What follows belongs to an exercise in optimizing a design on an open flow for a short achievable clock period and few clock cycles per item; a production flow would make more cautious choices. The RTL was checked by simulation tests, not by an equivalence proof against the original design.

==> flow/design.v (outline; a module is shown in full before it is edited, if it fits) <==
// module luxconv_div: 37 lines
// module luxconv_rows: 30 lines
// module luxconv: 1343 lines
module luxconv (
    input  wire        clk,
    input  wire        rst,
    input  wire        req_valid,
    input  wire [1:0]  req_gain,
    input  wire [7:0]  req_cycles,
    input  wire [15:0] req_ch1,
    input  wire [15:0] req_ch0,
    output wire        req_ready,
    output wire        rsp_valid,
    output wire [3:0]  rsp_status,
    output wire [23:0] rsp_lux,
    output wire [2:0]  obs_band,
    output wire [32:0] obs_ratio,
    output wire [23:0] obs_chn0,
    output wire [23:0] obs_chn1,
    output wire [23:0] obs_scale0,
    output wire [23:0] obs_scale1,
    output wire [1:0]  phase
);
  // ...
==> flow/run.sh <==
#!/bin/bash
# synth_recipe.tcl (not shown) runs the flow's synth.tcl, then flattens the netlist and writes it again
# the make line also repeats each setting of config.mk as NAME=value (left out here)
make -C /OpenROAD-flow-scripts/flow DESIGN_CONFIG=/design/flow/config.mk WORK_HOME=/design/flow/orfs CLKGATE_MAP_FILE= SYNTH_SCRIPT=/design/flow/synth_recipe.tcl finish
==> flow/config.mk <==
export PLATFORM = sky130hd
export DESIGN_NAME = luxconv
export DESIGN_NICKNAME = luxconv
export VERILOG_FILES = /design/flow/design.v
export SDC_FILE = /design/flow/constraint.sdc
export NUM_CORES = 4
export LEC_CHECK = 0
export CAP_MARGIN = 20
export CORE_MARGIN = 2
export CORE_UTILIZATION = 35
export SETUP_SLACK_MARGIN = 1
export SLEW_MARGIN = 20
==> flow/constraint.sdc <==
create_clock -name core_clock -period 12.0 [get_ports {clk}]
set_input_delay 2.4000 -clock core_clock [delete_from_list [all_inputs] [get_ports {clk}]]
set_output_delay 2.4000 -clock core_clock [all_outputs]
set_load 0.01 [all_outputs]
==> metrics.yaml, run 1 <==
min_path:
  timing.hold.worst_endpoint: "active$_SDFFE_PP0P_"
setup_path:
  cp.arrival_ns: 11.36
  timing.critical_path.from_type: "flip-flop"
  endpoint: "c0[18]$_DFFE_PP_"
  critical_path.slowest_cell: "sky130_fd_sc_hd__a222oi_1"
  worstReg2RegStart: "r_cycles[0]$_DFFE_PP_"
synthesis:
  cell_type_contributing_the_most_total_cell_area_after_synthesis: "sky130_fd_sc_hd__fa_1"
  yosysUniqueCellTypes: 108
  yosys.area.top_type_share_pct: 24.3
  ys_async_sr_fraction_pct: 0
finish:
  seqAreaFraction_pct: 8.69
  register_name_with_the_most_flops: "mults"
timing:
  finalHoldViolations: 0
  worst_slew_pin_slew_ns: 1.28
  setup_ws_ns: 1.18
  final_period_minus_worst_setup_slack_ns: 10.82
drt:
  routed-wl-met3_um: 66700
  remaining_drc_errors: 0
  detail_route.wl_per_cell_um: 30.0
  met2_wirelength_um: 301000
global_routing:
  globalRoute.busiestLayer: "met2"
  grt_util_all_layers_pct: 32.0
  grt_remaining_overflow: 0
  first_global_vias: 135000
die:
  site_rows: 237
  tap_cells: 5497
  top_level_ports: 209
clock_network:
  path_clk_slew_ns: 0.06
  postCtsHoldBufs: 0
run_status:
  status: "timing/DRC/antenna clean"
Testbench counts, summed over its fixed seeds: cycles 9,608, items 1,600.
==> run 2, diff against run 1 <==
--- a/flow/design.v
+++ b/flow/design.v
@@ -84,19 +84,19 @@
     output wire [23:0] obs_scale0,
     output wire [23:0] obs_scale1,
     output wire [1:0]  phase
 );
     localparam [2:0] ST_DONE = 3'd0, ST_C1 = 3'd1, ST_C2 = 3'd2, ST_D1 = 3'd3,
                      ST_D2 = 3'd4, ST_D3 = 3'd5;
     reg        active;           
     reg [2:0]  st;               
-    reg [15:0] r_ch0, r_ch1;
-    reg [1:0]  r_gain;
-    reg [7:0]  r_cycles;
+    wire [15:0] r_ch0 = req_ch0, r_ch1 = req_ch1;
+    wire [1:0]  r_gain = req_gain;
+    wire [7:0]  r_cycles = req_cycles;
     reg [23:0] t_s, t_s107, t_s115;
     localparam [255:0] T_S_B0 = 256'h363569241ad53a23e1f178e8318ee870034dcc5a33292274bed3195aa684da28;
     localparam [255:0] T_S_B1 = 256'h491e9560d0550a72242e55b0b7428bf467924f419dc8528c1bac510e6d5c22c0;
     localparam [255:0] T_S_B2 = 256'h85f7a3979411429faa5355f3544927f29678cf0c22f4781eb4b978c252d2be08;
     localparam [255:0] T_S_B3 = 256'h560d3f5847c6d25edbde44e1d0ab06683f1765870dfde93c6cb20ec665c8cc60;
     localparam [255:0] T_S_B4 = 256'h98036a6032983761ac344eea3849e96ee37cbacedea9c12877b33f96a42ab8a8;
     localparam [255:0] T_S_B5 = 256'h4aaa4c7ff1b55b806558424c0a88b0ce4188447926a8499a9e4ae190f5762040;
     localparam [255:0] T_S_B6 = 256'h3999252aa52663ffe335148ff9a2c02480afd7d0bc8a004a90ad20946894fe08;
@@ -1363,36 +1363,30 @@
     assign rsp_valid = active && !busy;
     wire issue = req_valid && !busy;
     always @(posedge clk) begin
         if (rst) begin
             active <= 1'b0;
             st     <= ST_DONE;
         end else if (issue) begin
             active <= 1'b1;
-            st     <= ST_C1;
+            st     <= ST_C2;
         end else if (busy) begin
             st     <= (st == ST_D3) ? ST_DONE : st + 3'd1;
         end
     end
     always @(posedge clk) begin
         if (!rst && issue) begin
-            r_ch0    <= req_ch0;
-            r_ch1    <= req_ch1;
-            r_gain   <= req_gain;
-            r_cycles <= req_cycles;
+            cfg <= (r_cycles == 8'd0);
+            s0  <= a_s0;
+            s1  <= a_s1;
+            c0  <= a_p0[39:16];
+            c1  <= a_p1[39:16];
         end else begin
             case (st)
-                ST_C1: begin
-                    cfg <= (r_cycles == 8'd0);
-                    s0  <= a_s0;
-                    s1  <= a_s1;
-                    c0  <= a_p0[39:16];
-                    c1  <= a_p1[39:16];
-                end
                 ST_C2: begin
                     zero     <= cfg || degen;
                     o_status <= cfg ? 4'b1001 : degen ? 4'b0011 : neg ? 4'b0101 : 4'b0001;
                     o_lux    <= (cfg || degen || neg) ? 24'd0 : tbias[39:16];
                     o_band   <= (cfg || degen) ? 3'd0 : band;
                     mults    <= a_mults;
                     rr       <= d0_out[23:0];
                     md       <= {m[23:0], 8'd0};
==> metrics.yaml, run 2 <==
run_status:
  status: "timing/DRC/antenna clean"  # unchanged
synthesis:
  cell_type_contributing_the_most_total_cell_area_after_synthesis: "sky130_fd_sc_hd__fa_1"  # unchanged
  post_synth_most_frequent_cells: "sky130_fd_sc_hd__inv_1 (2923), sky130_fd_sc_hd__ha_1 (2139), sky130_fd_sc_hd__fa_1 (1773), sky130_fd_sc_hd__nor2_1 (1002), sky130_fd_sc_hd__a21oi_1 (990)"  # was sky130_fd_sc_hd__inv_1 (2966), sky130_fd_sc_hd__ha_1 (2145), sky130_fd_sc_hd__fa_1 (1772), sky130_fd_sc_hd__a21oi_1 (1024), sky130_fd_sc_hd__nand2_1 (935)
  ys_async_sr_fraction_pct: 0  # unchanged
  synthesis.instances: 16800  # was 17000
  synth_flop_cell: "sky130_fd_sc_hd__edfxtp_1"  # unchanged
  syn_area_um2: 144000  # was 146000 µm²
  synth_simple_gate_area_share_pct: 13.9  # was 13.6%
  synth_area_leaders: "sky130_fd_sc_hd__fa_1 (25%), sky130_fd_sc_hd__ha_1 (19%), sky130_fd_sc_hd__edfxtp_1 (8.8%)"  # was sky130_fd_sc_hd__fa_1 (24%), sky130_fd_sc_hd__ha_1 (18%), sky130_fd_sc_hd__edfxtp_1 (9.6%)
  syn_area_per_cell_um2: 8.55  # was 8.59 µm²
  synth_seq_area_share_pct: 8.90  # was 9.63%
  yosysWarningCount: 3  # unchanged
  synth_edf_count: 424  # was 465
  yosys-mux-area-fraction_pct: 0.324  # was 0.287%
  ys_ff_latch: 428  # was 469
  main_combinational_cell_family_by_area_after_synthesis: "adder cells"  # unchanged
  yosys.area.top_type_share_pct: 24.7  # was 24.3%
  synth-xor-area-share_pct: 5.94  # was 5.63%
  yosysUniqueCellTypes: 105  # was 108
  synth-compound-area-share_pct: 18.5  # was 18.9%
  yosys.area_share.adder_pct: 43.2  # was 42.7%
  yosysMostFrequentCell: "sky130_fd_sc_hd__inv_1"  # unchanged
drt:
  remaining_drc_errors: 0  # unchanged
  drt-vias-per-instance: 5.82  # was 5.91
  drt_first_pass_iters: 8  # was 7
  totalWireLength_um: 698000  # was 693000 µm
  antenna_left: 0  # unchanged
  number_of_drc_violations_after_detailed_routing_iteration_0: 15100  # was 15000
  detail_route.wl_per_cell_um: 29.4  # was 30.0 µm
  dr_total_vias: 138000  # was 136000
clock_network:
  htree_num_levels: 2  # was 3
  cts-buffers-inserted: 60  # was 72
  postCtsHoldBufs: 0  # unchanged
  ctsRootBufferMaster: "sky130_fd_sc_hd__clkbuf_16"  # unchanged
  cts_tree: "yes"  # unchanged
  clk_latency_ns: 0.89  # was 0.87 ns
  cts_num_sinks: 428  # was 469
  path_clk_slew_ns: 0.07  # was 0.06 ns
  cts.path.max_buffers: 3  # was 4
finish:
  area_growth_syn_to_layout_pct: 16.7  # was 10.8%
  n_fill_cell: 41500  # was 42600
  mostFrequentLayoutCell: "sky130_fd_sc_hd__inv_1"  # unchanged
  regArea_um2: 12800  # was 14000 µm²
  final_nets: 22200  # was 21500
  layoutNonFillerInstCount: 23700  # was 23100
  layout.cells.most_common_list: "sky130_fd_sc_hd__inv_1 (2892), sky130_fd_sc_hd__ha_1 (2109), sky130_fd_sc_hd__fa_1 (1767), sky130_fd_sc_hd__buf_4 (1450), sky130_fd_sc_hd__nor2_1 (962)"  # was sky130_fd_sc_hd__inv_1 (2939), sky130_fd_sc_hd__ha_1 (2135), sky130_fd_sc_hd__fa_1 (1772), sky130_fd_sc_hd__a21oi_1 (1016), sky130_fd_sc_hd__nand2_1 (935)
  post-route-util_pct: 41.0  # was 38.9%
  largest_registers: "mults: 232 flops, q: 26 flops"  # was mults: 231 flops, q: 26 flops
  register_name_with_the_most_flops: "mults"  # unchanged
  post_route_cells_drive_above_1_share_pct: 11.8  # was 6.55%
  multiInputGateArea_um2: 120000  # was 119000 µm²
  largest_register_ff_count: 232  # was 231
setup_path:
  critical_path.slowest_cell: "sky130_fd_sc_hd__o2111ai_1"  # was sky130_fd_sc_hd__a222oi_1
  worst_setup_path_startpoint: "md[28]$_DFFE_PP_"  # was r_cycles[0]$_DFFE_PP_
  critical-path-max-stage-delay_ns: 0.85  # was 1.06 ns
  critical-path-top-cell-by-count: "sky130_fd_sc_hd__buf_4"  # was sky130_fd_sc_hd__fa_1
  critPathCaptureType: "flip-flop"  # unchanged
  endpoint: "rr[3]$_DFFE_PP_"  # was c0[18]$_DFFE_PP_
  r2r_setup_slack_ns: 0.89  # was 1.18 ns
  worst-path-max-fanout: 17  # was 14
  r2r_cells: 33  # was 37
  cp.arrival_ns: 11.70  # was 11.36 ns
  required_ns: 12.59  # was 12.54 ns
  timing.critical_path.from_type: "flip-flop"  # unchanged
  worstReg2RegStart: "md[28]$_DFFE_PP_"  # was r_cycles[0]$_DFFE_PP_
  criticalPathCategory: "reg2reg"  # unchanged
  critical_path.reg2reg.endpoint: "rr[3]$_DFFE_PP_"  # was c0[18]$_DFFE_PP_
timing:
  finalHoldViolations: 0  # unchanged
  final_period_minus_worst_setup_slack_ns: 11.11  # was 10.82 ns
  worst_slew_pin_slew_ns: 1.35  # was 1.28 ns
  drv_slew: 0  # unchanged
  clock-skew-final_ns: 0.143  # was 0.0849 ns
  period_share_pct: 92.6  # was 90.2%
  grt_setup_unrepaired: "true"  # was false
  slew-limit-headroom_pct: 9.08  # was 14.2%
  post_route_hold_slack_ns: 0.481  # was 0.479 ns
  max_freq_mhz: 90.0  # was 92.4 MHz
  final_setup_violating_endpoints: 0  # unchanged
global_routing:
  grt_pass1_wl_um: 982000  # was 976000 µm
  pin_count_of_the_biggest_net_entering_global_routing: 160  # was 151
  grt_antenna_before_repair: 48  # was 51
  grt_util_all_layers_pct: 32.7  # was 32.0%
  first_global_vias: 137000  # was 135000
  grt_remaining_overflow: 0  # unchanged
die:
  top_level_ports: 209  # unchanged
  site_rows: 235  # was 237
  design.die.area_um2: 417000  # was 422000 µm²
  die_h_um: 645  # was 649 µm
  die_w_um: 645  # was 649 µm
  floorplan.initialDensity_pct: 35.2  # was 35.1%
  core_region_area_um2: 410000  # was 416000 µm²
placed_design:
  portBuffers: 200  # unchanged
  dp_hpwl_um: 582000  # was 564000 µm
  dp.cells: 23500  # was 22900
  final_gp_congestion: 1.12  # was 1.08
min_path:
  min_delay_worst_type: "reg2reg"  # unchanged
job:
  drv_cap: 0  # unchanged
run 2: cell count changes after synthesis, sizes merged, moves of 35 or more:
cell | previous run | this run
a21boi | 94 | 57
a21oi | 1026 | 991
clkbuf | 401 | 365
edfxtp | 465 | 424
inv | 2969 | 2924
nand2 | 936 | 900
nor2 | 916 | 1002
run 2: worst min-delay path by stage:
stage	end	slack (ns)	from	cells past startpoint
floorplan	active$_SDFFE_PP0P_	0.43	active$_SDFFE_PP0P_	1
global placement	active$_SDFFE_PP0P_	0.46	active$_SDFFE_PP0P_	1
detailed placement	active$_SDFFE_PP0P_	0.47	active$_SDFFE_PP0P_	1
CTS	active$_SDFFE_PP0P_	0.48	active$_SDFFE_PP0P_	1
global route	active$_SDFFE_PP0P_	0.51	active$_SDFFE_PP0P_	1
finish	active$_SDFFE_PP0P_	0.48	active$_SDFFE_PP0P_	1
run 2: per-stage QoR:
step,instance area [µm²],setup TNS (ns),setup WS (ns)
final,168000,0,0.892
after global placement,164000,-20.88,-1.33
after CTS,167000,0,1.00
after detailed placement,164000,-13.74,-0.702
after global routing,168000,0,0.737
after floorplan,144000,0,1.01
run 2: layout make-up:
type	instances	area share (%)
inverter	2943	6.59
multi-input combinational	13000	71.4
tap	5451	4.06
clock inverter	46	0.318
sequential	428	7.63
timing repair buffer	1785	9.10
antenna	15	0.0223
clock buffer	68	0.911
run 2: layer usage:
metal  GRT usage [%]  vias up  wire length (µm)
met5               0        -               208
met4            18.6       26             49100
met3            6.71     1728             70100
met2            49.7     7563            298000
met1            43.1    68600            281000
li1                -    60000                 -
run 2: what timing repair did:
item | 4_1_cts | 5_1_grt
setup buffers | 25 | 29
resized for setup | 209 | 182
setup endpoints to repair | 41 | 56
pin swaps | 69 | 124
gates cloned | 1 | 3
run 2: cell families after synthesis:
family / Yosys count
AND/OR/NAND/NOR: 4031
AO/OA/AOI/OAI: 4011
adder cells (fa/ha/maj): 3912
buffers and inverters: 3444
XOR/XNOR: 976
flip-flops: 428
multiplexers: 38
other: 2
run 2: worst max-delay path, delay by kind of cell, from the launching register on:
| family | cells | cell delay, ns |
|---|---|---|
| buf+inv | 6 | 1.07 |
| compound gates | 20 | 6.37 |
| simple gates | 4 | 1.67 |
| flops | 1 | 0.63 |
| fa+ha+maj | 3 | 1.07 |
Testbench counts of run 2, summed over its fixed seeds: cycles 8,008, items 1,600.

## what the ideal ports hide
The results above use ideal ports. As a check the final layouts listed here were re-extracted and re-timed, cells and wires unchanged.
Step 1 (the two cells are an assumption about what drives the block):
set clk [get_ports {clk}]
set_driving_cell -lib_cell sky130_fd_sc_hd__clkbuf_16 $clk
set_driving_cell -lib_cell sky130_fd_sc_hd__buf_2 [delete_from_list [all_inputs] $clk]
Step 2 adds t to the input delays and takes it off the output delays; t is the mean of the earliest and latest rising clock arrival at the registers after step 1. Input paths then give back, and output paths get back, about the clock's delay inside the block.
Slacks: no drivers / after step 1 / after step 2; pairs: no drivers / after step 1.
run	t, ns	setup WS [ns]	slew at the worst register clock pin (ns)
run 1	0.958	1.176 / 1.176 / 1.176	0.08 / 0.08
run 2	0.935	0.892 / 0.892 / 0.117	0.09 / 0.09
After both steps every run listed still meets setup and hold. For run 2, which loses most, drivers alone change the setup slack by 0.000 ns; drivers and shift together by -0.775 ns.
